What follows belongs to an exercise in optimizing a design on an open flow for small area, a short achievable clock period and few clock cycles; a production flow would make more cautious choices. In this exercise RTL edits were held to simulation tests only and were not proved equivalent to the original. Power is estimated from default activity; no workload was simulated.

### design.v
module fcv_crc8 (
    input  wire [7:0] crc_in,
    input  wire [7:0] data,
    output wire [7:0] crc_out
);
    wire [7:0] x = crc_in ^ data;
    assign crc_out[0] = x[2] ^ x[4] ^ x[5];
    assign crc_out[1] = x[0] ^ x[3] ^ x[5] ^ x[6];
    assign crc_out[2] = x[0] ^ x[1] ^ x[4] ^ x[6] ^ x[7];
    assign crc_out[3] = x[0] ^ x[1] ^ x[4] ^ x[7];
    assign crc_out[4] = x[0] ^ x[1] ^ x[4];
    assign crc_out[5] = x[1] ^ x[2] ^ x[5];
    assign crc_out[6] = x[0] ^ x[2] ^ x[3] ^ x[6];
    assign crc_out[7] = x[1] ^ x[3] ^ x[4] ^ x[7];
endmodule
module fcv_crc72 (
    input  wire [71:0] d,
    output wire [7:0]  crc
);
    wire t0 = d[20] ^ d[21];
    wire t1 = d[3] ^ d[5];
    wire t2 = d[4] ^ d[6];
    wire t3 = d[7] ^ d[16];
    wire t4 = d[17] ^ d[25];
    wire t5 = d[18] ^ d[19];
    wire t6 = d[22] ^ d[23];
    wire t7 = d[24] ^ d[29];
    wire t8 = d[26] ^ d[32];
    wire t9 = d[28] ^ d[34];
    wire t10 = d[30] ^ d[36];
    wire t11 = d[31] ^ d[37];
    wire t12 = d[35] ^ d[50];
    wire t13 = d[38] ^ d[39];
    wire t14 = d[40] ^ d[48];
    wire t15 = d[47] ^ d[62];
    wire t16 = d[49] ^ d[63];
    wire t17 = d[59] ^ d[64];
    wire t18 = d[60] ^ d[65];
    wire t19 = d[10] ^ d[68];
    wire t20 = d[11] ^ d[58];
    wire t21 = d[0] ^ d[2];
    wire t22 = d[1] ^ d[8];
    wire t23 = d[9] ^ d[15];
    wire t24 = d[12] ^ d[43];
    wire t25 = d[13] ^ d[27];
    wire t26 = d[14] ^ d[52];
    wire t27 = d[33] ^ d[41];
    wire t28 = d[42] ^ d[70];
    wire t29 = d[44] ^ d[45];
    wire t30 = d[46] ^ d[55];
    wire t31 = d[51] ^ d[54];
    wire t32 = d[53] ^ d[56];
    wire t33 = d[57] ^ d[58];
    wire t34 = d[61] ^ d[66];
    wire t35 = d[68] ^ d[71];
    wire t36 = d[0] ^ d[9];
    wire t37 = d[1] ^ d[3];
    wire t38 = d[2] ^ d[8];
    wire t39 = d[4] ^ d[5];
    wire t40 = d[6] ^ d[12];
    wire t41 = d[7] ^ d[29];
    wire t42 = d[13] ^ d[36];
    wire t43 = d[14] ^ d[19];
    wire t44 = d[15] ^ d[16];
    wire t45 = d[17] ^ d[20];
    wire t46 = d[18] ^ d[21];
    wire t47 = d[22] ^ d[28];
    wire t48 = d[23] ^ d[26];
    wire t49 = d[24] ^ d[27];
    wire t50 = d[25] ^ d[34];
    wire t51 = d[30] ^ d[32];
    wire t52 = d[31] ^ d[39];
    wire t53 = d[33] ^ d[46];
    wire t54 = d[35] ^ d[38];
    wire t55 = d[37] ^ d[53];
    wire t56 = d[40] ^ d[41];
    wire t57 = d[42] ^ d[43];
    wire t58 = d[44] ^ d[64];
    wire t59 = d[45] ^ d[47];
    wire t60 = d[48] ^ d[59];
    wire t61 = d[49] ^ d[56];
    wire t62 = d[50] ^ d[57];
    wire t63 = d[51] ^ d[71];
    wire t64 = d[52] ^ d[55];
    wire t65 = d[54] ^ d[65];
    wire t66 = d[60] ^ d[67];
    wire t67 = d[61] ^ d[67];
    wire t68 = d[62] ^ d[67];
    wire t69 = d[63] ^ d[66];
    wire t70 = t0 ^ t4;
    wire t71 = t1 ^ t3;
    wire t72 = t2 ^ t9;
    wire t73 = t5 ^ t10;
    wire t74 = t6 ^ t14;
    wire t75 = t7 ^ t12;
    wire t76 = t8 ^ t11;
    wire t77 = t13 ^ t15;
    wire t78 = d[69] ^ t16;
    wire t79 = t16 ^ t18;
    wire t80 = t17 ^ t19;
    wire t81 = t18 ^ t21;
    wire t82 = t22 ^ t34;
    wire t83 = d[69] ^ t3;
    wire t84 = d[70] ^ t1;
    wire t85 = t0 ^ t2;
    wire t86 = t0 ^ t9;
    wire t87 = t5 ^ t23;
    wire t88 = t6 ^ t8;
    wire t89 = t7 ^ t11;
    wire t90 = t10 ^ t24;
    wire t91 = t12 ^ t14;
    wire t92 = t13 ^ t17;
    wire t93 = t15 ^ t24;
    wire t94 = t17 ^ t20;
    wire t95 = t19 ^ t27;
    wire t96 = t20 ^ t25;
    wire t97 = t20 ^ t26;
    wire t98 = t23 ^ t27;
    wire t99 = t25 ^ t32;
    wire t100 = t26 ^ t30;
    wire t101 = t28 ^ t32;
    wire t102 = t28 ^ t38;
    wire t103 = t29 ^ t30;
    wire t104 = t29 ^ t33;
    wire t105 = t31 ^ t33;
    wire t106 = t31 ^ t39;
    wire t107 = t35 ^ t41;
    wire t108 = t35 ^ t42;
    wire t109 = t36 ^ t46;
    wire t110 = t37 ^ t44;
    wire t111 = t40 ^ t47;
    wire t112 = t43 ^ t49;
    wire t113 = t45 ^ t48;
    wire t114 = t50 ^ t56;
    wire t115 = t52 ^ t64;
    wire t116 = t53 ^ t62;
    wire t117 = t54 ^ t60;
    wire t118 = t55 ^ t65;
    wire t119 = t57 ^ t58;
    wire t120 = t59 ^ t61;
    wire t121 = t70 ^ t72;
    wire t122 = t70 ^ t73;
    wire t123 = t71 ^ t77;
    wire t124 = t74 ^ t78;
    wire t125 = t75 ^ t80;
    wire t126 = t51 ^ t82;
    wire t127 = t63 ^ t71;
    wire t128 = t66 ^ t76;
    wire t129 = t67 ^ t74;
    wire t130 = t68 ^ t75;
    wire t131 = t69 ^ t81;
    wire t132 = t72 ^ t73;
    wire t133 = t76 ^ t77;
    wire t134 = t76 ^ t79;
    wire t135 = t79 ^ t88;
    wire t136 = t81 ^ t85;
    wire t137 = t82 ^ t84;
    wire t138 = t83 ^ t89;
    wire t139 = t86 ^ t95;
    wire t140 = t87 ^ t99;
    wire t141 = t90 ^ t101;
    wire t142 = t91 ^ t97;
    wire t143 = t92 ^ t100;
    wire t144 = t93 ^ t104;
    wire t145 = t94 ^ t98;
    wire t146 = t96 ^ t103;
    wire t147 = t102 ^ t115;
    wire t148 = t105 ^ t112;
    wire t149 = t106 ^ t117;
    wire t150 = t107 ^ t116;
    wire t151 = t108 ^ t119;
    wire t152 = t109 ^ t114;
    wire t153 = t110 ^ t113;
    wire t154 = t111 ^ t120;
    wire t155 = t118 ^ t125;
    wire t156 = t121 ^ t123;
    wire t157 = t121 ^ t124;
    wire t158 = t122 ^ t128;
    wire t159 = t122 ^ t131;
    wire t160 = t123 ^ t124;
    wire t161 = t125 ^ t127;
    wire t162 = t126 ^ t139;
    wire t163 = t129 ^ t133;
    wire t164 = t130 ^ t145;
    wire t165 = t132 ^ t144;
    wire t166 = t134 ^ t142;
    wire t167 = t135 ^ t141;
    wire t168 = t136 ^ t140;
    wire t169 = t137 ^ t143;
    wire t170 = t138 ^ t146;
    wire t171 = t147 ^ t157;
    wire t172 = t148 ^ t160;
    wire t173 = t149 ^ t159;
    wire t174 = t150 ^ t163;
    wire t175 = t151 ^ t156;
    wire t176 = t152 ^ t161;
    wire t177 = t153 ^ t155;
    wire t178 = t154 ^ t158;
    wire t179 = t162 ^ t172;
    wire t180 = t164 ^ t171;
    wire t181 = t165 ^ t177;
    wire t182 = t166 ^ t175;
    wire t183 = t167 ^ t176;
    wire t184 = t168 ^ t174;
    wire t185 = t169 ^ t178;
    wire t186 = t170 ^ t173;
    assign crc[0] = t179;
    assign crc[1] = t180;
    assign crc[2] = t183;
    assign crc[3] = t182;
    assign crc[4] = t181;
    assign crc[5] = t186;
    assign crc[6] = t185;
    assign crc[7] = t184;
endmodule
module fcv_crc80z (
    input  wire [79:0] d,
    output wire [7:0]  z
);
    wire t0 = d[20] ^ d[21];
    wire t1 = d[3] ^ d[5];
    wire t2 = d[4] ^ d[6];
    wire t3 = d[7] ^ d[16];
    wire t4 = d[17] ^ d[25];
    wire t5 = d[18] ^ d[19];
    wire t6 = d[22] ^ d[23];
    wire t7 = d[24] ^ d[29];
    wire t8 = d[26] ^ d[32];
    wire t9 = d[28] ^ d[34];
    wire t10 = d[30] ^ d[36];
    wire t11 = d[31] ^ d[37];
    wire t12 = d[35] ^ d[50];
    wire t13 = d[38] ^ d[39];
    wire t14 = d[40] ^ d[48];
    wire t15 = d[47] ^ d[62];
    wire t16 = d[49] ^ d[63];
    wire t17 = d[59] ^ d[64];
    wire t18 = d[60] ^ d[65];
    wire t19 = d[10] ^ d[68];
    wire t20 = d[11] ^ d[58];
    wire t21 = d[0] ^ d[2];
    wire t22 = d[1] ^ d[8];
    wire t23 = d[9] ^ d[15];
    wire t24 = d[12] ^ d[43];
    wire t25 = d[13] ^ d[27];
    wire t26 = d[14] ^ d[52];
    wire t27 = d[33] ^ d[41];
    wire t28 = d[42] ^ d[70];
    wire t29 = d[44] ^ d[45];
    wire t30 = d[46] ^ d[55];
    wire t31 = d[51] ^ d[54];
    wire t32 = d[53] ^ d[56];
    wire t33 = d[57] ^ d[58];
    wire t34 = d[61] ^ d[66];
    wire t35 = d[68] ^ d[71];
    wire t36 = d[0] ^ d[9];
    wire t37 = d[1] ^ d[3];
    wire t38 = d[2] ^ d[8];
    wire t39 = d[4] ^ d[5];
    wire t40 = d[6] ^ d[12];
    wire t41 = d[7] ^ d[29];
    wire t42 = d[13] ^ d[36];
    wire t43 = d[14] ^ d[19];
    wire t44 = d[15] ^ d[16];
    wire t45 = d[17] ^ d[20];
    wire t46 = d[18] ^ d[21];
    wire t47 = d[22] ^ d[28];
    wire t48 = d[23] ^ d[26];
    wire t49 = d[24] ^ d[27];
    wire t50 = d[25] ^ d[34];
    wire t51 = d[30] ^ d[32];
    wire t52 = d[31] ^ d[39];
    wire t53 = d[33] ^ d[46];
    wire t54 = d[35] ^ d[38];
    wire t55 = d[37] ^ d[53];
    wire t56 = d[40] ^ d[41];
    wire t57 = d[42] ^ d[43];
    wire t58 = d[44] ^ d[64];
    wire t59 = d[45] ^ d[47];
    wire t60 = d[48] ^ d[59];
    wire t61 = d[49] ^ d[56];
    wire t62 = d[50] ^ d[57];
    wire t63 = d[51] ^ d[71];
    wire t64 = d[52] ^ d[55];
    wire t65 = d[54] ^ d[65];
    wire t66 = d[60] ^ d[67];
    wire t67 = d[61] ^ d[67];
    wire t68 = d[62] ^ d[67];
    wire t69 = d[63] ^ d[66];
    wire t70 = d[69] ^ d[72];
    wire t71 = d[69] ^ d[73];
    wire t72 = d[69] ^ d[77];
    wire t73 = d[70] ^ d[78];
    wire t74 = t0 ^ t4;
    wire t75 = t1 ^ t3;
    wire t76 = t2 ^ t9;
    wire t77 = t5 ^ t10;
    wire t78 = t6 ^ t14;
    wire t79 = t7 ^ t12;
    wire t80 = t8 ^ t11;
    wire t81 = t13 ^ t15;
    wire t82 = t16 ^ t17;
    wire t83 = t18 ^ t20;
    wire t84 = t18 ^ t32;
    wire t85 = t19 ^ t24;
    wire t86 = t21 ^ t25;
    wire t87 = t22 ^ t34;
    wire t88 = d[74] ^ t6;
    wire t89 = d[75] ^ t12;
    wire t90 = d[76] ^ t15;
    wire t91 = d[79] ^ t0;
    wire t92 = t0 ^ t9;
    wire t93 = t1 ^ t13;
    wire t94 = t2 ^ t5;
    wire t95 = t3 ^ t7;
    wire t96 = t8 ^ t10;
    wire t97 = t11 ^ t29;
    wire t98 = t14 ^ t16;
    wire t99 = t16 ^ t19;
    wire t100 = t17 ^ t26;
    wire t101 = t17 ^ t29;
    wire t102 = t20 ^ t23;
    wire t103 = t23 ^ t35;
    wire t104 = t26 ^ t35;
    wire t105 = t27 ^ t28;
    wire t106 = t27 ^ t31;
    wire t107 = t28 ^ t36;
    wire t108 = t30 ^ t31;
    wire t109 = t30 ^ t40;
    wire t110 = t33 ^ t37;
    wire t111 = t33 ^ t43;
    wire t112 = t38 ^ t52;
    wire t113 = t39 ^ t54;
    wire t114 = t41 ^ t53;
    wire t115 = t42 ^ t57;
    wire t116 = t44 ^ t45;
    wire t117 = t46 ^ t50;
    wire t118 = t47 ^ t59;
    wire t119 = t48 ^ t55;
    wire t120 = t49 ^ t51;
    wire t121 = t56 ^ t63;
    wire t122 = t60 ^ t69;
    wire t123 = t61 ^ t66;
    wire t124 = t62 ^ t67;
    wire t125 = t64 ^ t68;
    wire t126 = t74 ^ t76;
    wire t127 = t74 ^ t77;
    wire t128 = t75 ^ t81;
    wire t129 = t79 ^ t82;
    wire t130 = t58 ^ t80;
    wire t131 = t65 ^ t76;
    wire t132 = t70 ^ t78;
    wire t133 = t71 ^ t78;
    wire t134 = t72 ^ t83;
    wire t135 = t73 ^ t80;
    wire t136 = t75 ^ t84;
    wire t137 = t77 ^ t79;
    wire t138 = t78 ^ t80;
    wire t139 = t81 ^ t84;
    wire t140 = t83 ^ t89;
    wire t141 = t85 ^ t88;
    wire t142 = t85 ^ t90;
    wire t143 = t86 ^ t91;
    wire t144 = t86 ^ t95;
    wire t145 = t87 ^ t92;
    wire t146 = t87 ^ t93;
    wire t147 = t94 ^ t103;
    wire t148 = t96 ^ t107;
    wire t149 = t97 ^ t108;
    wire t150 = t98 ^ t104;
    wire t151 = t99 ^ t106;
    wire t152 = t100 ^ t109;
    wire t153 = t101 ^ t110;
    wire t154 = t102 ^ t105;
    wire t155 = t111 ^ t120;
    wire t156 = t112 ^ t125;
    wire t157 = t113 ^ t122;
    wire t158 = t114 ^ t124;
    wire t159 = t116 ^ t119;
    wire t160 = t117 ^ t121;
    wire t161 = t118 ^ t123;
    wire t162 = t115 ^ t126;
    wire t163 = t126 ^ t129;
    wire t164 = t127 ^ t134;
    wire t165 = t127 ^ t135;
    wire t166 = t128 ^ t130;
    wire t167 = t128 ^ t132;
    wire t168 = t129 ^ t136;
    wire t169 = t131 ^ t137;
    wire t170 = t133 ^ t154;
    wire t171 = t138 ^ t139;
    wire t172 = t140 ^ t150;
    wire t173 = t141 ^ t148;
    wire t174 = t142 ^ t153;
    wire t175 = t143 ^ t147;
    wire t176 = t144 ^ t149;
    wire t177 = t145 ^ t151;
    wire t178 = t146 ^ t152;
    wire t179 = t155 ^ t167;
    wire t180 = t156 ^ t163;
    wire t181 = t157 ^ t164;
    wire t182 = t158 ^ t171;
    wire t183 = t159 ^ t169;
    wire t184 = t160 ^ t168;
    wire t185 = t161 ^ t165;
    wire t186 = t162 ^ t166;
    wire t187 = t170 ^ t180;
    wire t188 = t172 ^ t186;
    wire t189 = t173 ^ t184;
    wire t190 = t174 ^ t183;
    wire t191 = t175 ^ t182;
    wire t192 = t176 ^ t181;
    wire t193 = t177 ^ t179;
    wire t194 = t178 ^ t185;
    assign z[0] = t193;
    assign z[1] = t187;
    assign z[2] = t189;
    assign z[3] = t188;
    assign z[4] = t190;
    assign z[5] = t192;
    assign z[6] = t194;
    assign z[7] = t191;
endmodule
module fcv_rxq (
    input  wire        clk,
    input  wire        rst,
    input  wire        clear,
    input  wire        push,
    input  wire [7:0]  din,
    input  wire        pop10,
    output wire [79:0] head,      
    output reg  [5:0]  count,
    output wire        full
);
    reg [7:0] mem [0:31];
    assign full = count[5];
    genvar g;
    generate
        for (g = 0; g < 10; g = g + 1) begin : h
            assign head[g*8 +: 8] = mem[g];
        end
    endgenerate
    integer i;
    always @(posedge clk) begin
        for (i = 0; i < 32; i = i + 1) begin
            if (pop10) begin
                if (i < 22)
                    mem[i] <= mem[i + 10];
            end else if (push && count == i) begin
                mem[i] <= din;
            end
        end
    end
    always @(posedge clk) begin
        if (rst || clear)
            count <= 6'd0;
        else if (pop10)
            count <= count - 6'd10;
        else if (push && !full)
            count <= count + 6'd1;
    end
endmodule
module fcv_txq (
    input  wire        clk,
    input  wire        rst,
    input  wire        push,
    input  wire [33:0] din,       
    input  wire        pop,
    input  wire        sel,       
    output wire [7:0]  dout,
    output wire [33:0] nxt,
    input  wire [7:0]  nxt_crc,
    output reg  [5:0]  count
);
    reg [33:0] slot [0:3];
    reg [1:0]  hslot, tslot;
    reg [3:0]  hidx;
    always @(posedge clk) begin
        if (push)
            slot[tslot] <= din;
    end
    wire        do_pop = pop && (count != 6'd0);
    always @(posedge clk) begin
        if (rst) begin
            count <= 6'd0;
            hslot <= 2'd0;
            tslot <= 2'd0;
            hidx  <= 4'd0;
        end else begin
            if (push) begin
                tslot <= tslot + 2'd1;
                count <= count + 6'd10;
            end else if (do_pop) begin
                count <= count - 6'd1;
                if (hidx == 4'd9) begin
                    hidx  <= 4'd0;
                    hslot <= hslot + 2'd1;
                end else begin
                    hidx <= hidx + 4'd1;
                end
            end
        end
    end
    wire        last  = (hidx == 4'd9);
    wire [33:0] h     = slot[last ? hslot + 2'd1 : hslot];
    assign nxt = h;
    wire [3:0]  nidx  = last ? 4'd0 : hidx + 4'd1;
    reg  [7:0]  b;
    always @(*) begin
        case (nidx)
            4'd0:    b = h[7:0];
            4'd1:    b = h[15:8];
            4'd2:    b = h[23:16];
            4'd3:    b = h[31:24];
            4'd7:    b = {4'd0, h[33], 1'b0, h[32] | h[33], 1'b0};
            4'd9:    b = nxt_crc;
            default: b = 8'd0;
        endcase
    end
    reg [7:0] dq;
    always @(posedge clk) begin
        if ((push && count == 6'd0) || do_pop)
            dq <= sel ? din[7:0] : b;
    end
    assign dout = dq;
endmodule
module fcv_top (
    input  wire        clk,
    input  wire        rst,
    input  wire        req,
    input  wire        we,
    input  wire [3:0]  addr,
    input  wire [31:0] wdata,
    output wire        ack,
    output reg  [31:0] rdata,
    input  wire        rx_valid,
    input  wire [7:0]  rx_data,
    output wire        tx_valid,
    output wire [7:0]  tx_data,
    input  wire        tx_ready
);
    localparam A_CMD = 4'd0, A_ARG = 4'd1, A_STATUS = 4'd2, A_QSTAT = 4'd3,
               A_CAP = 4'd4, A_CRCR = 4'd5, A_DECR = 4'd6, A_FB0 = 4'd7,
               A_FB1 = 4'd8, A_FB2 = 4'd9, A_RF0 = 4'd10, A_RF1 = 4'd11,
               A_RF2 = 4'd12, A_RF3 = 4'd13, A_RF4 = 4'd14, A_RF5 = 4'd15;
    reg [31:0] arg;
    reg [79:0] fb;           
    reg [7:0]  crcr;
    reg [15:0] decr_hi, decr_lo;
    reg        decr_s16;     
    reg [63:0] rfb;          
    reg        m_st210, m_in210, m_115, m_in115;    
    reg [2:0]  kind;
    reg        valid;
    reg        pending;
    reg        variant;
    reg        rxovf;
    reg [1:0]  err;
    reg        src_fb;       
    wire [7:0] opc = wdata[7:0];
    wire [7:0] a8  = wdata[15:8];
    wire [7:0] b8  = wdata[23:16];
    wire wr  = req && we;
    wire cmd = wr && (addr == A_CMD);
    wire op_nop   = (opc == 8'h00);
    wire op_clr   = (opc == 8'h01);
    wire op_upd   = (opc == 8'h02);
    wire op_crcfb = (opc == 8'h03);
    wire op_valid = (opc == 8'h04);
    wire op_d16   = (opc == 8'h05);
    wire op_d32   = (opc == 8'h06);
    wire op_stop  = (opc == 8'h10);
    wire op_ctrl  = (opc == 8'h11);
    wire op_chgid = (opc == 8'h12);
    wire op_chgmd = (opc == 8'h13);
    wire op_idchk = (opc == 8'h14);
    wire op_reqin = (opc == 8'h15);
    wire op_setv  = (opc == 8'h18);
    wire op_poll  = (opc == 8'h20);
    wire op_flush = (opc == 8'h21);
    wire op_enc   = op_stop | op_ctrl | op_chgid | op_chgmd | op_idchk | op_reqin;
    wire [79:0] rxh;
    wire [5:0]  rx_count, tx_count;
    wire        rx_full;
    wire        rx_ge10 = (rx_count >= 6'd10);
    wire need_fb = cmd && (op_crcfb || op_valid);
    wire need_rx = cmd && op_poll && rx_ge10;
    wire stall   = (need_fb && !src_fb) || (need_rx && src_fb);
    assign ack   = req && !stall;
    wire enc_ok   = cmd && op_enc && (tx_count <= 6'd22);
    wire poll_ok  = need_rx && !src_fb;
    wire fbcrc_ok = need_fb && src_fb;
    wire rx_push  = rx_valid && !rx_full;
    wire [79:0] crc_src = src_fb ? fb : rxh;
    wire [7:0]  crc_z;
    fcv_crc80z u_crct (.d(crc_src), .z(crc_z));
    wire [7:0]  crc_t  = crc_z ^ crc_src[79:72];
    wire        crc_ok = (crc_z == 8'd0);
    wire [7:0] crc_u;
    fcv_crc8 u_crcu (.crc_in(crcr), .data(a8), .crc_out(crc_u));
    wire [7:0] e0 = op_idchk ? (variant ? 8'hFF : 8'hC8) : a8;
    wire [7:0] e1 = op_ctrl ? b8 :
                    (op_stop | op_idchk) ? 8'h64 :
                    op_chgid ? 8'h55 : op_chgmd ? 8'hA0 : op_reqin ? 8'h74 : 8'h00;
    wire [7:0] e2 = op_ctrl ? arg[15:8] : op_chgmd ? b8 :
                    (op_chgid && variant) ? 8'h53 : 8'h00;
    wire [7:0] e3 = op_ctrl ? arg[7:0] : (op_reqin && variant) ? 8'h01 : 8'h00;
    wire [1:0] c7 = {variant && op_ctrl, variant && op_stop};    
    wire [7:0] e7 = {4'd0, c7[1], 1'b0, c7[1] | c7[0], 1'b0};
    wire [7:0] k0 = op_idchk ? (variant ? 8'hFF : 8'hC8) : 8'h00;
    wire [7:0] k1 = op_ctrl ? 8'h00 : e1;
    wire [7:0] k2 = (op_chgid && variant) ? 8'h53 : 8'h00;
    wire [7:0] k3 = (op_reqin && variant) ? 8'h01 : 8'h00;
    wire [7:0] l_a8, l_b8_1, l_b8_2, l_arg, l_k;
    fcv_crc72 u_la8  (.d({64'd0, a8}),                        .crc(l_a8));
    fcv_crc72 u_lb81 (.d({56'd0, b8, 8'd0}),                  .crc(l_b8_1));
    fcv_crc72 u_lb82 (.d({48'd0, b8, 16'd0}),                 .crc(l_b8_2));
    fcv_crc72 u_larg (.d({40'd0, arg[7:0], arg[15:8], 16'd0}), .crc(l_arg));
    fcv_crc72 u_lk   (.d({8'd0, e7, 24'd0, k3, k2, k1, k0}),  .crc(l_k));
    wire [7:0] crc_e = ({8{!op_idchk}} & l_a8) ^
                       ({8{op_ctrl}}   & (l_b8_1 ^ l_arg)) ^
                       ({8{op_chgmd}}  & l_b8_2) ^ l_k;
    wire [33:0] tx_nxt;
    wire [7:0]  nx7 = {4'd0, tx_nxt[33], 1'b0, tx_nxt[33] | tx_nxt[32], 1'b0};
    wire [7:0]  crc_x;
    fcv_crc72 u_crcx (.d({8'd0, nx7, 24'd0, tx_nxt[31:0]}), .crc(crc_x));
    fcv_rxq u_rxq (
        .clk(clk), .rst(rst), .clear(cmd && op_flush),
        .push(rx_valid), .din(rx_data), .pop10(poll_ok),
        .head(rxh), .count(rx_count), .full(rx_full)
    );
    fcv_txq u_txq (
        .clk(clk), .rst(rst), .push(enc_ok),
        .din({c7, e3, e2, e1, e0}),
        .pop(tx_ready), .sel(req), .dout(tx_data), .count(tx_count),
        .nxt(tx_nxt), .nxt_crc(crc_x)
    );
    assign tx_valid = (tx_count != 6'd0);
    wire [7:0] f1 = rxh[15:8];
    wire is64 = (f1 == 8'h64);
    wire is74 = (f1 == 8'h74);
    wire [3:0] k = a8[3:0];
    wire [7:0] B0 = fb[7:0],   B1 = fb[15:8],  B2 = fb[23:16], B3 = fb[31:24], B4 = fb[39:32];
    wire [7:0] B5 = fb[47:40], B6 = fb[55:48], B7 = fb[63:56], B8 = fb[71:64], B9 = fb[79:72];
    reg  [7:0] m0, m1, m2, m3;
    always @(*) begin
        case (k)
            4'd0: begin m0 = B0; m1 = B1; m2 = B2; m3 = B3; end
            4'd1: begin m0 = B1; m1 = B2; m2 = B3; m3 = B4; end
            4'd2: begin m0 = B2; m1 = B3; m2 = B4; m3 = B5; end
            4'd3: begin m0 = B3; m1 = B4; m2 = B5; m3 = B6; end
            4'd4: begin m0 = B4; m1 = B5; m2 = B6; m3 = B7; end
            4'd5: begin m0 = B5; m1 = B6; m2 = B7; m3 = B8; end
            4'd6: begin m0 = B6; m1 = B7; m2 = B8; m3 = B9; end
            4'd7: begin m0 = B7; m1 = B8; m2 = 8'bx; m3 = 8'bx; end
            default: begin m0 = B8; m1 = B9; m2 = 8'bx; m3 = 8'bx; end
        endcase
    end
    wire [15:0] win_k  = {m0, m1};
    wire [15:0] win_k2 = {m2, m3};
    wire [7:0] F1 = rfb[7:0],   F2 = rfb[15:8],  F3 = rfb[23:16], F4 = rfb[31:24];
    wire [7:0] F5 = rfb[39:32], F6 = rfb[47:40], F7 = rfb[55:48], F8 = rfb[63:56];
    wire [31:0] s23 = {{16{F2[7]}}, F2, F3};
    wire [31:0] s45 = {{16{F4[7]}}, F4, F5};
    wire [31:0] s67 = {{16{F6[7]}}, F6, F7};
    wire [31:0] rf0v = m_st210 ? s23 : m_in210 ? {F2, F3, F4, F5} : m_115 ? {24'd0, F1} : 32'd0;
    wire [31:0] rf1v = m_st210 ? s45 : m_in210 ? s67 : m_115 ? s23 : 32'd0;
    wire [31:0] rf2v = m_st210 ? {24'd0, F6} : m_in210 ? {24'd0, F8} : m_115 ? s45 : 32'd0;
    wire [7:0]  rf3v = m_st210 ? F7 : m_115 ? F6 : 8'd0;
    wire [7:0]  rf4v = (m_st210 || (m_115 && !m_in115)) ? F8 : m_in115 ? F7 : 8'd0;
    wire [7:0]  rf5v = m_in115 ? F8 : 8'd0;
    always @(*) begin
        case (addr)
            A_ARG:    rdata = arg;
            A_STATUS: rdata = {20'd0, 2'd0, err, rxovf, variant, pending, valid, 1'b0, kind};
            A_QSTAT:  rdata = {10'd0, tx_count, 10'd0, rx_count};
            A_CAP:    rdata = 32'h0020_0020;
            A_CRCR:   rdata = {24'd0, crcr};
            A_DECR:   rdata = {decr_s16 ? {16{decr_lo[15]}} : decr_hi, decr_lo};
            A_FB0:    rdata = fb[31:0];
            A_FB1:    rdata = fb[63:32];
            A_FB2:    rdata = {16'd0, fb[79:64]};
            A_RF0:    rdata = rf0v;
            A_RF1:    rdata = rf1v;
            A_RF2:    rdata = rf2v;
            A_RF3:    rdata = {24'd0, rf3v};
            A_RF4:    rdata = {24'd0, rf4v};
            A_RF5:    rdata = {24'd0, rf5v};
            default:  rdata = 32'd0;
        endcase
    end
    always @(posedge clk) begin
        if (rst) begin
            arg      <= 32'd0;
            fb       <= 80'd0;
            crcr     <= 8'd0;
            decr_lo  <= 16'd0;
            decr_s16 <= 1'b1;
            m_st210  <= 1'b0;
            m_in210  <= 1'b0;
            m_115    <= 1'b0;
            m_in115  <= 1'b0;
            kind     <= 3'd0;
            valid    <= 1'b0;
            pending  <= 1'b0;
            variant  <= 1'b1;
            rxovf    <= 1'b0;
            err      <= 2'd0;
            src_fb   <= 1'b0;
        end else begin
            if (rx_valid && rx_full)
                rxovf <= 1'b1;
            if (stall)
                src_fb <= !src_fb;
            else if (rx_valid)
                src_fb <= 1'b0;
            else if (wr && (addr == A_FB0 || addr == A_FB1 || addr == A_FB2))
                src_fb <= 1'b1;
            else if (enc_ok || poll_ok)
                src_fb <= 1'b1;
            if (wr) begin
                case (addr)
                A_ARG: arg <= wdata;
                A_FB0: fb[31:0]  <= wdata;
                A_FB1: fb[63:32] <= wdata;
                A_FB2: fb[79:64] <= wdata[15:0];
                default: ;
                endcase
            end
            if (cmd) begin
                if (op_nop || op_clr || op_upd || op_setv || op_flush ||
                    (op_poll && !rx_ge10) || poll_ok || fbcrc_ok)
                    err <= 2'd0;
                if (op_clr)
                    crcr <= 8'd0;
                if (op_upd)
                    crcr <= crc_u;
                if (fbcrc_ok)
                    crcr <= crc_t;
                if (fbcrc_ok && op_valid)
                    valid <= crc_ok;
                if (op_d16) begin
                    if (a8 > 8'd8) begin
                        err <= 2'd2;
                    end else begin
                        decr_lo  <= win_k;
                        decr_s16 <= 1'b1;
                        err      <= 2'd0;
                    end
                end
                if (op_d32) begin
                    if (a8 > 8'd6) begin
                        err <= 2'd2;
                    end else begin
                        decr_hi  <= win_k;
                        decr_lo  <= win_k2;
                        decr_s16 <= 1'b0;
                        err      <= 2'd0;
                    end
                end
                if (op_enc) begin
                    if (enc_ok) begin
                        fb      <= {crc_e, 8'd0, e7, 24'd0, e3, e2, e1, e0};
                        crcr    <= crc_e;
                        err     <= 2'd0;
                        if (op_reqin)
                            pending <= 1'b1;
                    end else begin
                        err <= 2'd1;
                    end
                end
                if (op_setv) begin
                    if (arg == 32'd115)
                        variant <= 1'b0;
                    else if (arg == 32'd210)
                        variant <= 1'b1;
                end
                if (op_poll) begin
                    if (!rx_ge10) begin
                        kind <= 3'd0;
                    end else if (!src_fb) begin
                        fb    <= rxh;
                        crcr  <= crc_t;
                        valid <= crc_ok;
                        m_st210 <= crc_ok && variant && is64;
                        m_in210 <= crc_ok && variant && is74;
                        m_115   <= crc_ok && !variant;
                        m_in115 <= crc_ok && !variant && pending;
                        if (!crc_ok) begin
                            kind <= 3'd5;
                        end else if (variant) begin
                            kind <= is64 ? 3'd1 : is74 ? 3'd2 : 3'd6;
                            if (is64 || is74)
                                pending <= 1'b0;
                        end else begin
                            kind    <= pending ? 3'd4 : 3'd3;
                            pending <= 1'b0;
                        end
                    end
                end
                if (op_flush)
                    rxovf <= 1'b0;
            end
        end
    end
    always @(posedge clk) begin
        if (poll_ok)
            rfb <= rxh[71:8];
    end
endmodule
### run.sh
#!/bin/bash
# synth_recipe.tcl (not shown) runs the flow's synth.tcl, then flattens the netlist and writes it again
# the make line also repeats each setting of config.mk as NAME=value (left out here)
make -C /OpenROAD-flow-scripts/flow DESIGN_CONFIG=/design/flow/config.mk WORK_HOME=/design/flow/orfs CLKGATE_MAP_FILE= SYNTH_SCRIPT=/design/flow/synth_recipe.tcl finish
### config.mk
export PLATFORM = sky130hd
export DESIGN_NAME = fcv_top
export DESIGN_NICKNAME = fcv_top
export VERILOG_FILES = /design/flow/design.v
export SDC_FILE = /design/flow/constraint.sdc
export NUM_CORES = 4
export LEC_CHECK = 0
export CAP_MARGIN = 20
export CORE_MARGIN = 2
export CORE_UTILIZATION = 55
export CTS_BUF_LIST = sky130_fd_sc_hd__clkbuf_16
export CTS_CLUSTER_DIAMETER = 100
export CTS_CLUSTER_SIZE = 20
export PLACE_DENSITY = 0.7
export SETUP_SLACK_MARGIN = 1.2
export SLEW_MARGIN = 20
### constraint.sdc
create_clock -name core_clock -period 5.0 [get_ports {clk}]
set_input_delay 1.0000 -clock core_clock [delete_from_list [all_inputs] [get_ports {clk}]]
set_output_delay 1.0000 -clock core_clock [all_outputs]
set_load 0.01 [all_outputs]
==> results.cfg, run 1 <==
[timing]
fin_crit_sh = 0.786
finalWorstSetupSlack_ns = 1.07
slew-limit-headroom = 0.256
rsz0062_at_grt = yes
drv_slew = 0
hold_viol = 0
fmax_mhz = 254
finalHoldWorstSlack_ns = 0.499
worst_slew_pin_slew_ns = 1.12
layout_min_cycle_time_ns = 3.93
skew_ns = 0.0236
setup_viol = 0
final.setup.tns_ns = 0

[placed_design]
dp_slack_ns = 0.236
placed_cell_area_um2 = 39300
dpl.hpwl_mm = 120
portBuffers = 91
gp_congestion = 1.09

[power]
peakVddDrop_v = 0.000297
comb_power_share = 0.224
power_switching_share = 0.300
switchingPower_mw = 3.71
power_mw = 12.4
leakagePower_nw = 15.6
clkPwrFrac = 0.290
pwr-share-seq = 0.486
p_int_mw = 8.67
power_density_nw_per_um2 = 297

[grt]
grt_pass1_vias = 30200
grt_pass1_wl_mm = 228
overflow = 0
track_usage = 0.465
grt_antenna_before_repair = 18
grt_max_degree = 76

[cts]
htreeDepth = 2
cts_tree = built
numCtsBuffers = 41
clock-sinks = 651
cts_buffer_depth = 3
clk_pin_slew_ns = 0.09
cts_root_buf = clkbuf_16
insertion_delay_ns = 0.64

[setup_path]
cp_data_required_time_ns = 4.00
arrival_ns = 2.93
start_kind = input port
worst-path-max-fanout = 6
worst_setup_path_end_kind = output pin
path_class = in2out

[routing]
drt-wirelength-per-cell_um = 36.3
wl_mm = 164
drt.antenna.violating_nets = 0
dr.pass1.iters = 8
vias = 32500
first_iter_violations = 6491
drc = 0
avgViaCountPerCell = 7.16

[floorplan]
core_area_um2 = 66100
die_w_um = 263
initial_core_util = 0.558
dieHeight_um = 263
rows = 94
die_area_um2 = 69100
io_pins = 92

[yosys]
synth_edf_count = 480
synth.top_cell.area_share = 0.391
ys.flop_type = edfxtp_1
synth_seq_cells = 651
synth_area_leaders = edfxtp_1 39%, dfxtp_1 9.3%, nand2_1 6.3%
yosysWarnings = 4
synth_seq_area_share = 0.484
syn_inst = 3551
syn_area_um2 = 36900
synth.distinct_cells = 78
async_flop_share = 0
post_synth.cell_area_avg_um2 = 10.4
synthesis.nets = 3625
yosys.area.top_type = edfxtp_1

[min_path]
hp-class = reg2reg

[final_layout]
seq_area_um2 = 17900
drive_above_1_share = 0.149
final_common_cell = nand2_1
syn_to_final_growth_pct = 13.1
fillers = 5149
multi_input_area_um2 = 18100
final_nets = 3701
stdcell_area_um2 = 41700
final_cell_mix = 616 x nand2_1, 480 x edfxtp_1, 243 x xnor2_1

[run]
max-cap-violations = 0

[outcome]
status = complete, no violations
## final cells by class
class,count,share of cell area
inverters,49,0.00489
clock inverters,33,0.00627
well taps,864,0.0259
clock buffers,42,0.0252
repair inverters,1,0.000210
repair buffers,354,0.0743
flip-flops and latches,651,0.429
diodes,10,0.000600
multi-input cells,2529,0.434
## power groups by stage
stage | combinational [mW] | sequential (mW) | clock, mW
2_1_floorplan | 1.80 | 6.06 | 0
3_3_place_gp | 2.54 | 6.12 | 0
3_5_place_dp | 2.57 | 6.12 | 0
4_1_cts | 2.65 | 6.00 | 3.59
5_1_grt | 2.91 | 6.01 | 3.74
6_report | 2.78 | 6.01 | 3.59
## worst paths after layout
path,startpoint,end,slack [ns],cells past startpoint
setup / recovery,wdata[4],ack,1.07,6
hold / removal,arg[21]$_SDFFE_PP0P_,arg[21]$_SDFFE_PP0P_,0.50,2
setup reg to reg,fb[66]$_SDFF_PP0_,m_st210$_SDFFE_PP0P_,1.19,9
hold reg to reg,arg[21]$_SDFFE_PP0P_,arg[21]$_SDFFE_PP0P_,0.50,2
## critical path: stages
cell,delay (ns)
clkdlybuf4s15_2,0.33
or4_4,0.64
nor2_1,0.23
nand3_1,0.14
o211a_1,0.28
dlygate4sd2_1,0.30
## synth_stat cells (28+ instances only)
cell type  number
a21oi_1       160
inv_1          48
nor3_1         41
nand2_1       622
mux2_2         28
mux4_2         51
xnor3_1        29
xor2_1        162
clkbuf_1      260
buf_1          35
o22ai_1        36
edfxtp_1      480
nor2_1        220
nand3_1        34
o21ai_0        95
a221oi_1       43
a22oi_1       208
nand4_1        34
xnor2_1       251
mux2i_1       171
dfxtp_1       171
## registers in the layout (all words and copies together), names as in the netlist, 2 cells and up
name         count
u_txq.slot     136
rfb             64
kind             3
u_txq.count      6
u_txq.dq         8
u_rxq.mem      256
u_rxq.count      6
u_txq.hidx       4
u_txq.hslot      2
arg             32
decr_hi         16
fb              80
err              2
u_txq.tslot      2
decr_lo         16
crcr             8
## cells by family after synthesis
family | after synthesis | share of synthesized area
AOI/OAI and AO/OA | 727 | 0.136
xor gates and xnor gates | 447 | 0.118
adders and majority gates | 24 | 0.00814
buffers and inverters | 371 | 0.0405
DFF | 651 | 0.484
muxes | 253 | 0.0877
and+or+nand+nor | 1078 | 0.125
## metal layers
layer / global-route usage / wire [µm] / vias up
met2: 0.664 / 68200 / 2993
met5: 0 / 37 / -
li1: - / - / 13000
met4: 0.307 / 13300 / 6
met3: 0.162 / 24500 / 755
met1: 0.598 / 58400 / 15700
## what timing repair did
action / in CTS / in global routing
setup buffers: 26 / 30
gates resized for setup: 149 / 78
setup endpoints to repair: 328 / 71
pin swaps: 14 / 14
cloned: 2 / 0
hold buffers: 0 / 0
## through the flow
step | std cells | util
after floorplan | 3551 | -
final | 4533 | 0.631
after detailed placement | 4389 | 0.594
after global placement | 4389 | 0.594
after global routing | 4523 | 0.630
after CTS | 4492 | 0.623
Testbench counts, summed over its fixed seeds: cycles 19,071.
==> run 2: changes to the inputs <==
--- a/config.mk
+++ b/config.mk
@@ -14,3 +14,3 @@
 export PLACE_DENSITY = 0.7
-export SETUP_SLACK_MARGIN = 1.2
+export SETUP_SLACK_MARGIN = 1.1
 export SLEW_MARGIN = 20
==> results.cfg, run 2 <==
[outcome]
status = complete, no violations

[final_layout]
drive_above_1_share = 0.140
seq_area_um2 = 17900
syn_to_final_growth_pct = 12.7
final_common_cell = nand2_1
largest_register_ffs = 256
fillers = 5209
top_register = u_rxq.mem
stdcell_area_um2 = 41500
largestRegisters = u_rxq.mem x256, u_txq.slot x136, fb x80
final_nets = 3690
multi_input_area_um2 = 18000
final_cell_mix = 616 x nand2_1, 480 x edfxtp_1, 246 x xnor2_1

[routing]
drt-wirelength-per-cell_um = 36.3
drt.antenna.violating_nets = 0
wl_mm = 164
avgViaCountPerCell = 7.14
dr.pass1.iters = 7
vias = 32300
drc = 0
first_iter_violations = 6489

[cts]
cts_buffer_depth = 3
cts_root_buf = clkbuf_16
insertion_delay_ns = 0.63
clk_pin_slew_ns = 0.09
htreeDepth = 2
clock-sinks = 651
cts_tree = built
numCtsBuffers = 41
hold_buffers = 0

[placed_design]
placed_cell_area_um2 = 39400
portBuffers = 91
dpl.hpwl_mm = 119
gp_congestion = 1.07

[floorplan]
core_area_um2 = 66100
io_pins = 92
die_w_um = 263
dieHeight_um = 263
die_area_um2 = 69100
initial_core_util = 0.558
rows = 94

[timing]
worst_slew_pin_slew_ns = 1.19
fin_crit_sh = 0.786
final.setup.tns_ns = 0
drv_slew = 0
rsz0062_at_grt = yes
layout_min_cycle_time_ns = 3.93
fmax_mhz = 254
skew_ns = 0.0457
setup_viol = 0
slew-limit-headroom = 0.204
finalHoldWorstSlack_ns = 0.487
hold_viol = 0

[yosys]
yosysWarnings = 4
ys_top_cells_by_count = 622 x nand2_1, 480 x edfxtp_1, 260 x clkbuf_1
syn_area_um2 = 36900
async_flop_share = 0
yosysMostFrequentCell = nand2_1
synthesis.nets = 3625
syn_inst = 3551
synth_seq_cells = 651
post_synth.cell_area_avg_um2 = 10.4
yosys.area.top_type = edfxtp_1
synth.top_cell.area_share = 0.391
synth_seq_area_share = 0.484
synth_area_leaders = edfxtp_1 39%, dfxtp_1 9.3%, nand2_1 6.3%
ys.flop_type = edfxtp_1
synth.distinct_cells = 78
synth_edf_count = 480

[min_path]
hold_depth = 2
hp-class = reg2reg
hp-start = arg[20]$_SDFFE_PP0P_

[grt]
grt_pass1_wl_mm = 228
grt_pass1_vias = 30200
grt_antenna_before_repair = 13
overflow = 0
grt_max_degree = 80
track_usage = 0.463

[setup_path]
start_kind = flip-flop
reg2reg_depth = 8
worst_setup_path_end_kind = flip-flop
cp_data_required_time_ns = 5.46
arrival_ns = 4.39
path_class = reg2reg
r2r-start = fb[15]$_SDFF_PP0_
crit_start = fb[15]$_SDFF_PP0_
worst-path-max-fanout = 7

[power]
power_density_nw_per_um2 = 298
comb_power_share = 0.226
power_switching_share = 0.297
switchingPower_mw = 3.67
clkPwrFrac = 0.288
leakagePower_nw = 15.4
power_mw = 12.4
peakVddDrop_v = 0.000416
pwr-share-seq = 0.486
p_int_mw = 8.69

[run]
max-cap-violations = 0
## run 2: cell counts after synthesis
No cell type changed its count.
## run 2: worst paths after layout
check	to	slack (ns)
max	m_st210$_SDFFE_PP0P_	1.07
min	arg[20]$_SDFFE_PP0P_	0.49
max reg2reg	m_st210$_SDFFE_PP0P_	1.07
min reg2reg	arg[20]$_SDFFE_PP0P_	0.49
## run 2: worst max-delay path, stage by stage (launching register included)
cell and delay (ns):
dfxtp_1 0.69, xor2_1 0.43, mux2i_1 0.18, xnor2_1 0.36, xnor3_1 0.48, xnor3_2 0.31
or4b_4 0.58, or2_4 0.33, o41ai_2 0.40
## run 2: power by group through the flow
| stage | clock network, mW | registers [mW] | logic (mW) |
|---|---|---|---|
| after floorplan | 0 | 6.06 | 1.80 |
| after global placement | 0 | 6.11 | 2.57 |
| after detailed placement | 0 | 6.12 | 2.59 |
| after CTS | 3.53 | 5.99 | 2.68 |
| after global routing | 3.70 | 6.00 | 2.91 |
| final | 3.56 | 6.01 | 2.80 |
## run 2: final cells by class
cell class,count,share of cell area
Antenna cell,10,0.000602
Tap cell,864,0.0260
Sequential cell,651,0.430
Clock buffer,43,0.0259
Timing Repair Buffer,343,0.0732
Clock inverter,32,0.00530
Timing Repair inverter,1,0.000211
Inverter,49,0.00506
Multi-Input combinational cell,2529,0.434
## run 2: per-layer routing
layer	up-vias	GRT usage	part of all wire
met2	3017	0.671	0.42
met3	769	0.171	0.15
met4	10	0.312	0.084
met1	15500	0.580	0.35
met5	-	0	0.00041
li1	13000	-	-
## run 2: cells by family (layout without fill, tap and decap cells)
kind of cell    Yosys count  in the layout  share of synthesized area
simple gates           1078           1078                      0.125
xor+xnor                447            447                      0.118
flops                   651            651                      0.484
compound gates          727            727                      0.136
buf+inv                 371            468                     0.0405
mux                     253            253                     0.0877
fa+ha+maj                24             24                    0.00814
other cells               0             10                          0
## run 2: per-stage QoR
step	setup slack (ns)	utilization	std cells
finish	1.07	0.629	4522
floorplan	1.16	-	3551
detailed placement	0.118	0.596	4401
global route	1.07	0.628	4512
CTS	1.02	0.623	4492
global placement	0.141	0.596	4401
## run 2: what timing repair did
item | 4_1_cts | 5_1_grt
setup buffers | 13 | 18
pin swaps | 6 | 14
resized for setup | 158 | 62
gates cloned | 3 | 2
setup endpoints to repair | 77 | 33
==> run 3: changes to the inputs <==
--- a/config.mk
+++ b/config.mk
@@ -9,3 +9,3 @@
 export CORE_MARGIN = 2
-export CORE_UTILIZATION = 55
+export CORE_UTILIZATION = 70
 export CTS_BUF_LIST = sky130_fd_sc_hd__clkbuf_16
@@ -13,4 +13,4 @@
 export CTS_CLUSTER_SIZE = 20
-export PLACE_DENSITY = 0.7
-export SETUP_SLACK_MARGIN = 1.1
+export PLACE_DENSITY = 0.85
+export SETUP_SLACK_MARGIN = 1.2
 export SLEW_MARGIN = 20
==> results.cfg, run 3 <==
[outcome]
status = complete, no violations

[grt]
overflow = 0
grt_pass1_wl_mm = 216
grt_antenna_before_repair = 10
track_usage = 0.562
grt_pass1_vias = 30900
grt_max_degree = 134

[floorplan]
initial_core_util = 0.704
die_area_um2 = 54500
die_w_um = 234
rows = 84
core_area_um2 = 52300
dieHeight_um = 234
io_pins = 92

[routing]
drc = 0
drt-wirelength-per-cell_um = 36.0
drt.antenna.violating_nets = 0
dr.pass1.iters = 14
first_iter_violations = 7992
avgViaCountPerCell = 7.70
wl_mm = 156
vias = 33400

[cts]
clk_pin_slew_ns = 0.10
clock-sinks = 651
hold_buffers = 0
cts_tree = built
numCtsBuffers = 40
cts_root_buf = clkbuf_16
cts_buffer_depth = 3
insertion_delay_ns = 0.64
htreeDepth = 2

[setup_path]
reg2reg_depth = 9
cp_data_required_time_ns = 5.52
start_kind = flip-flop
arrival_ns = 4.50
path_class = reg2reg
worst-r2r-setup-slack_ns = 1.03
worst_setup_path_end_kind = flip-flop
worst-path-max-fanout = 7

[final_layout]
fillers = 3133
final_nets = 3674
final_cell_mix = 617 x nand2_1, 480 x edfxtp_1, 242 x xnor2_1
top_register = u_rxq.mem
final_common_cell = nand2_1
largest_register_ffs = 256
utilization = 0.787
drive_above_1_share = 0.135
largestRegisters = u_rxq.mem x256, u_txq.slot x136, fb x80
syn_to_final_growth_pct = 11.8
stdcell_count = 4329

[placed_design]
portBuffers = 91
dpl.hpwl_mm = 107
dp_cells = 4194
dp_slack_ns = 0.104
gp_congestion = 1.18

[min_path]
hold_depth = 2
hp-class = reg2reg

[yosys]
synth_area_leaders = edfxtp_1 39%, dfxtp_1 9.3%, nand2_1 6.3%
synth.distinct_cells = 78
synthesis.nets = 3625
synth_seq_area_share = 0.484
ys.flop_type = edfxtp_1
post_synth.cell_area_avg_um2 = 10.4
synth_edf_count = 480
syn_inst = 3551
syn_area_um2 = 36900
ys_top_cells_by_count = 622 x nand2_1, 480 x edfxtp_1, 260 x clkbuf_1
yosysMostFrequentCell = nand2_1
synth_seq_cells = 651
yosys.area.top_type = edfxtp_1
async_flop_share = 0
yosysWarnings = 4
synth.top_cell.area_share = 0.391

[timing]
drv_slew = 0
layout_min_cycle_time_ns = 3.97
fmax_mhz = 252
fin_crit_sh = 0.794
finalHoldWorstSlack_ns = 0.491
slew-limit-headroom = 0.263
worst_slew_pin_slew_ns = 1.10
skew_ns = 0.0288
hold_viol = 0
final.setup.tns_ns = 0
finalWorstSetupSlack_ns = 1.03
setup_viol = 0
rsz0062_at_grt = yes

[power]
leakagePower_nw = 15.4
peakVddDrop_v = 0.000346
power_density_nw_per_um2 = 297

[run]
max-cap-violations = 0
run 3: kinds of logic after synthesis:
family / Yosys count / share of synthesized area
DFF: 651 / 0.484
adders and majority gates: 24 / 0.00814
muxes: 253 / 0.0877
xor gates and xnor gates: 447 / 0.118
buffers and inverters: 371 / 0.0405
and+or+nand+nor: 1078 / 0.125
AOI/OAI and AO/OA: 727 / 0.136
run 3: area by class of cell:
cell class,instances,area (µm²),area share
Timing Repair inverter,1,8.76,0.000212
Timing Repair Buffer,328,3010,0.0729
Antenna cell,10,25.0,0.000607
Sequential cell,651,17800,0.433
Multi-Input combinational cell,2529,18000,0.437
Inverter,49,210,0.00510
Clock buffer,40,1000,0.0243
Tap cell,688,861,0.0209
Clock inverter,33,224,0.00543
run 3: path summary, 6_finish.rpt:
kind                                        endpoint                  from
worst max-delay path            m_in115$_SDFFE_PP0P_      fb[7]$_SDFF_PP0_
worst min-delay path            arg[17]$_SDFFE_PP0P_  arg[17]$_SDFFE_PP0P_
worst max register to register  m_in115$_SDFFE_PP0P_      fb[7]$_SDFF_PP0_
worst min register to register  arg[17]$_SDFFE_PP0P_  arg[17]$_SDFFE_PP0P_
run 3: stage by stage:
stage | total power [mW] | area (µm²)
6_report | 12.2 | 41200
3_5_place_dp | 8.66 | 39000
2_1_floorplan | 7.86 | 36900
3_3_place_gp | 8.57 | 39000
4_1_cts | 12.0 | 40800
5_1_grt | 12.5 | 41200
run 3: what timing repair did:
action,in CTS,in global routing
endpoints found under the setup margin,73,199
pin swaps,16,15
setup buffers,26,22
resized for setup,146,70
cloned,2,2
run 3: worst max-delay path: stages (launching register included):
cell       delay (ns)
dfxtp_1          0.79
xor2_1           0.18
mux2i_2          0.28
xnor3_1          0.50
xnor2_1          0.26
xnor3_1          0.47
xnor2_1          0.28
nand4bb_1        0.31
or2_4            0.41
o41ai_2          0.37
run 3: power by group:
group	total [mW]	switching [mW]	internal, mW
combinational	2.75	1.54	1.20
sequential	6.04	0.174	5.86
clock	3.46	1.95	1.51
total	12.2	3.67	8.58
run 3: metal layers:
layer | global-route usage | part of all wire | wire (µm)
met1 | 0.653 | 0.31 | 48600
met2 | 0.775 | 0.40 | 62400
met3 | 0.302 | 0.18 | 27900
met4 | 0.422 | 0.11 | 16500
met5 | 0.0487 | 0.0030 | 468

## separate check: timing with driven ports
Ports are ideal in the flow. The routed layouts listed here were re-timed in OpenROAD. Step 1 assumes that a clkbuf_16 drives the clock port and a buf_2 every other input. Step 2, shift: input delay + t, output delay - t, t = (earliest + latest rising clock arrival at the registers) / 2. This alone moves slack from input paths to output paths. a / b / c = ideal / step 1 / step 2; a / b = the first two.
run	shift t [ns]	slack for setup (ns)	hold WS [ns]
run 1	0.707	1.071 / 1.042 / 0.461	0.499 / 0.499 / 0.499
run 2	0.684	1.068 / 1.045 / 0.472	0.487 / 0.487 / 0.487
run 3	0.702	1.028 / 0.959 / 0.576	0.491 / 0.491 / 0.491
After both steps setup and hold are still met in every run listed. The setup slack of run 1, which loses most, moves by -0.029 ns with the drivers and by -0.610 ns with both steps.
